Source: an optimization exercise on an open RTL-to-GDS flow (aim: small area, a short achievable clock period and few clock cycles). Production flows keep margins and buffers that such runs may drop.
In this exercise RTL edits were held to simulation tests only and were not proved equivalent to the original.
Power is estimated from default activity; no workload was simulated.

Design cmux_rx, start of the top module:
module cmux_rx (
    input  wire        clk,
    input  wire        rst,
    input  wire        in_valid,
    input  wire [7:0]  in_data,
    output reg         in_ready,
    output reg         fr_valid,
    input  wire        fr_ready,
    output reg         fr_hdr,
    output wire [7:0]  fr_data,
    output reg  [5:0]  fr_dlci,
    output reg         fr_cr,
    output wire [7:0]  fr_ctrl,
    output reg  [5:0]  fr_len,
    output reg         idle,
    output reg  [31:0] cnt_rxframes,
    output reg  [31:0] cnt_skipped,
    output reg  [31:0] cnt_oversize,
    output reg  [31:0] cnt_bad_close,
    output reg  [31:0] cnt_bad_fcs
);
==> flow/config.mk <==
export PLATFORM = sky130hd
export DESIGN_NAME = cmux_rx
export DESIGN_NICKNAME = cmux_rx
export VERILOG_FILES = /design/flow/design.v
export SDC_FILE = /design/flow/constraint.sdc
export NUM_CORES = 4
export LEC_CHECK = 0
export CAP_MARGIN = 20
export CORE_MARGIN = 2
export CORE_UTILIZATION = 50
export SLEW_MARGIN = 20
==> flow/constraint.sdc <==
create_clock -name core_clock -period 12.0 [get_ports {clk}]
set_input_delay 2.4000 -clock core_clock [delete_from_list [all_inputs] [get_ports {clk}]]
set_output_delay 2.4000 -clock core_clock [all_outputs]
set_load 0.01 [all_outputs]
standard.sh (not shown) runs the stock make flow with config.mk's settings and CLKGATE_MAP_FILE= SYNTH_SCRIPT=/design/flow/synth_recipe.tcl, a recipe that flattens the netlist after the stock synthesis.
==> flow/flow/run.sh <==
#!/bin/bash
set -euo pipefail
bash standard.sh SETUP_SLACK_MARGIN=8.3 finish > flow_standard.log 2>&1
Testbench counts at the start, summed over its fixed seeds: cycles 54,260.
Change:
--- a/flow/design.v
+++ b/flow/design.v
@@ -50,18 +50,16 @@
     reg [5:0] wp;         
     reg [5:0] cur;        
     reg [5:0] seen1;      
     reg [5:0] head;       
     reg       behind;     
     reg [7:0] pb;         
     reg       pbv;
     reg [2:0] ps;
-    reg       atpc;       
-    reg       clr;        
     reg [7:0] crc;
     reg       crcok;      
     reg [6:0] rem;
     reg [5:0] ffn;        
     reg       ffv;
     reg       pbf9;       
     reg       pbm;        
     reg       rwd;        
@@ -77,17 +75,17 @@
     assign fr_data = obyte;
     assign fr_ctrl = obyte;
     wire [7:0] rdata = mem[ra];
     wire acc     = in_valid & in_ready;
     wire is_f9   = pbf9 | (pbm & (pb == FLAG));
     wire fresh   = (cur == seen1);
     wire qfull   = (qn == QD);
     wire oidle   = (os == O_P) & (fr_len == 6'd0);
-    wire stall   = pbv & atpc & qfull;
+    wire stall   = pbv & (ps == PC) & qfull & ~oidle;
     wire consume = pbv & ~stall & ~rwd;
     wire [5:0] cur_inc = cur + 6'd1;
     wire ovs3     = pb[0] & (pb[7] | (pb[6] & pb[5] & pb[4] & (pb[3] | (pb[2] & pb[1]))));
     wire ovs4     = (pb != 8'd0) | rem[6] | (rem[5] & rem[4] & rem[3] & (rem[2] | rem[1]));
     wire disc_ovs = consume & (((ps == P3) & ovs3) | ((ps == P4) & ovs4));
     wire disc_bc  = consume & (ps == PC) & ~is_f9;
     wire disc_fcs = consume & (ps == PC) & is_f9 & ~crcok;
     wire deliver  = consume & (ps == PC) & is_f9 & crcok;
@@ -122,17 +120,17 @@
     wire [5:0] op_n  = fr_ready ? op_r : op_nr;
     wire [5:0] cur_x = rwd ? ffn : fetch_mem ? cur_inc : cur;     
     wire       pbv_x = rwd ? 1'b0 : fetch_mem ? 1'b1 : (pbv & stall);
     wire       take_in = fetch_in0 & ~rwd;                         
     wire [5:0] wp_inc = wp + 6'd1;
     wire beh0 = (cur_x != wp);
     wire beh1 = take_in ? 1'b0 : (cur_x != wp_inc);
     wire behind_n = acc ? beh1 : beh0;
-    wire rpar_n   = beh0 & ~stall;      
+    wire rpar_n   = behind_n & ~stall;
     wire rdy0 = ~beh0 & (occ != 6'd63);
     wire rdy1 = ~beh1 & (occ < 6'd62);
     wire quiet = ~pbv & ~behind & ~rwd & oidle & ~qne & ~fr_valid &
                  ~(ev_rx | ev_skip | ev_ovs | ev_bc | ev_fcs);
     always @(posedge clk) begin
         if (in_ready)
             mem[wp] <= in_data;
     end
@@ -163,20 +161,22 @@
             fr_dlci       <= 6'd0;
             fr_cr         <= 1'b0;
             fr_len        <= 6'd0;
             ev_rx         <= 1'b0;
             ev_skip       <= 1'b0;
             ev_ovs        <= 1'b0;
             ev_bc         <= 1'b0;
             ev_fcs        <= 1'b0;
-            atpc          <= 1'b0;
-            clr           <= 1'b1;
+            cnt_rxframes  <= 32'd0;
+            cnt_skipped   <= 32'd0;
+            cnt_oversize  <= 32'd0;
+            cnt_bad_close <= 32'd0;
+            cnt_bad_fcs   <= 32'd0;
         end else begin
-            clr <= 1'b0;
             if (acc)
                 wp <= wp_inc;
             if (acc && take_in) begin
                 cur <= cur_inc;
                 pbv <= 1'b1;
             end else begin
                 cur <= cur_x;
                 pbv <= pbv_x;
@@ -228,23 +228,20 @@
                         end
                     end
                     P4: begin
                         rem <= rem + 7'd1;
                         ps  <= PD;
                     end
                     PD: begin
                         rem <= rem - 7'd1;
-                        if (rem == 7'd1) begin
-                            ps   <= PC;
-                            atpc <= 1'b1;
-                        end
+                        if (rem == 7'd1)
+                            ps <= PC;
                     end
                     PC: begin
-                        atpc <= 1'b0;
                         head <= cur;
                         ps   <= P0;
                     end
                     default: ps <= P0;
                 endcase
                 if (ps >= P2 && ps <= PD) begin
                     crc   <= fcstab(crc ^ pb);
                     crcok <= (fcstab(crc ^ pb) == CRC_OK);
@@ -263,16 +260,21 @@
                     end
                 end
             end
             ev_rx   <= deliver;
             ev_skip <= skip;
             ev_ovs  <= disc_ovs;
             ev_bc   <= disc_bc;
             ev_fcs  <= disc_fcs;
+            if (ev_rx)   cnt_rxframes  <= cnt_rxframes + 32'd1;
+            if (ev_skip) cnt_skipped   <= cnt_skipped + 32'd1;
+            if (ev_ovs)  cnt_oversize  <= cnt_oversize + 32'd1;
+            if (ev_bc)   cnt_bad_close <= cnt_bad_close + 32'd1;
+            if (ev_fcs)  cnt_bad_fcs   <= cnt_bad_fcs + 32'd1;
             if (deliver) begin
                 q[qw] <= head;
                 qw    <= (qw == QD - 1) ? 2'd0 : qw + 2'd1;
             end
             if (pop)
                 qr <= (qr == QD - 1) ? 2'd0 : qr + 2'd1;
             qn <= qn + (deliver ? 2'd1 : 2'd0) - (pop ? 2'd1 : 2'd0);
             if (fr_ready)
@@ -300,24 +302,9 @@
             if (rd_p) begin
                 obyte    <= rdata;
                 fr_valid <= 1'b1;
                 fr_hdr   <= 1'b0;
                 fr_len   <= fr_len - 6'd1;
             end
         end
     end
-    always @(posedge clk) begin
-        if (clr) begin
-            cnt_rxframes  <= 32'd0;
-            cnt_skipped   <= 32'd0;
-            cnt_oversize  <= 32'd0;
-            cnt_bad_close <= 32'd0;
-            cnt_bad_fcs   <= 32'd0;
-        end else begin
-            if (ev_rx)   cnt_rxframes  <= cnt_rxframes + 32'd1;
-            if (ev_skip) cnt_skipped   <= cnt_skipped + 32'd1;
-            if (ev_ovs)  cnt_oversize  <= cnt_oversize + 32'd1;
-            if (ev_bc)   cnt_bad_close <= cnt_bad_close + 32'd1;
-            if (ev_fcs)  cnt_bad_fcs   <= cnt_bad_fcs + 32'd1;
-        end
-    end
 endmodule
After rerunning: Die area came out lower by 0.62%; sequential share of layout area rises by 0.31 points; clock-buffer cell count rises by 9; total power went down by 0.55%; worst hold slack gets better by 5.5 ps; worst setup slack hardly moves; critical path depth goes up by 4; wire length falls by about 4%; register-to-register slack improves by 20 ps; cell area came out lower by 0.77%; non-clock buffer count is lower by 1.
Testbench counts after the change, summed over its fixed seeds: cycles 54,260.

## afterwards: timing with drivers on the ports
Ports are ideal in the flow. The routed layouts listed here were re-timed in OpenROAD.
Step 1: set_driving_cell puts a clkbuf_16 on clk and a buf_2 on each other input, an assumption about the parent block.
Step 2 times the ports against the registers' clock, not the clock port: input delays grow and output delays shrink by t, the midpoint of the rising clock arrivals with the driver on.
Slacks: no drivers / after step 1 / after step 2; pairs: no drivers / after step 1.
| run | shift t [ns] | setup WS [ns] | slew at the worst register clock pin (ns) | worst slew at a driven data input, ns | cell pins on the clock port's net |
|---|---|---|---|---|---|
| the first run | 0.697 | 8.337 / 8.275 / 7.767 | 0.07 / 0.07 | 0.11 | 1 |
| the second run | 0.694 | 8.334 / 8.284 / 7.662 | 0.06 / 0.06 | 0.11 | 1 |
After both steps setup and hold are still met in every run listed. The setup slack of the second run, which loses most, moves by -0.050 ns with the drivers and by -0.672 ns with both steps.
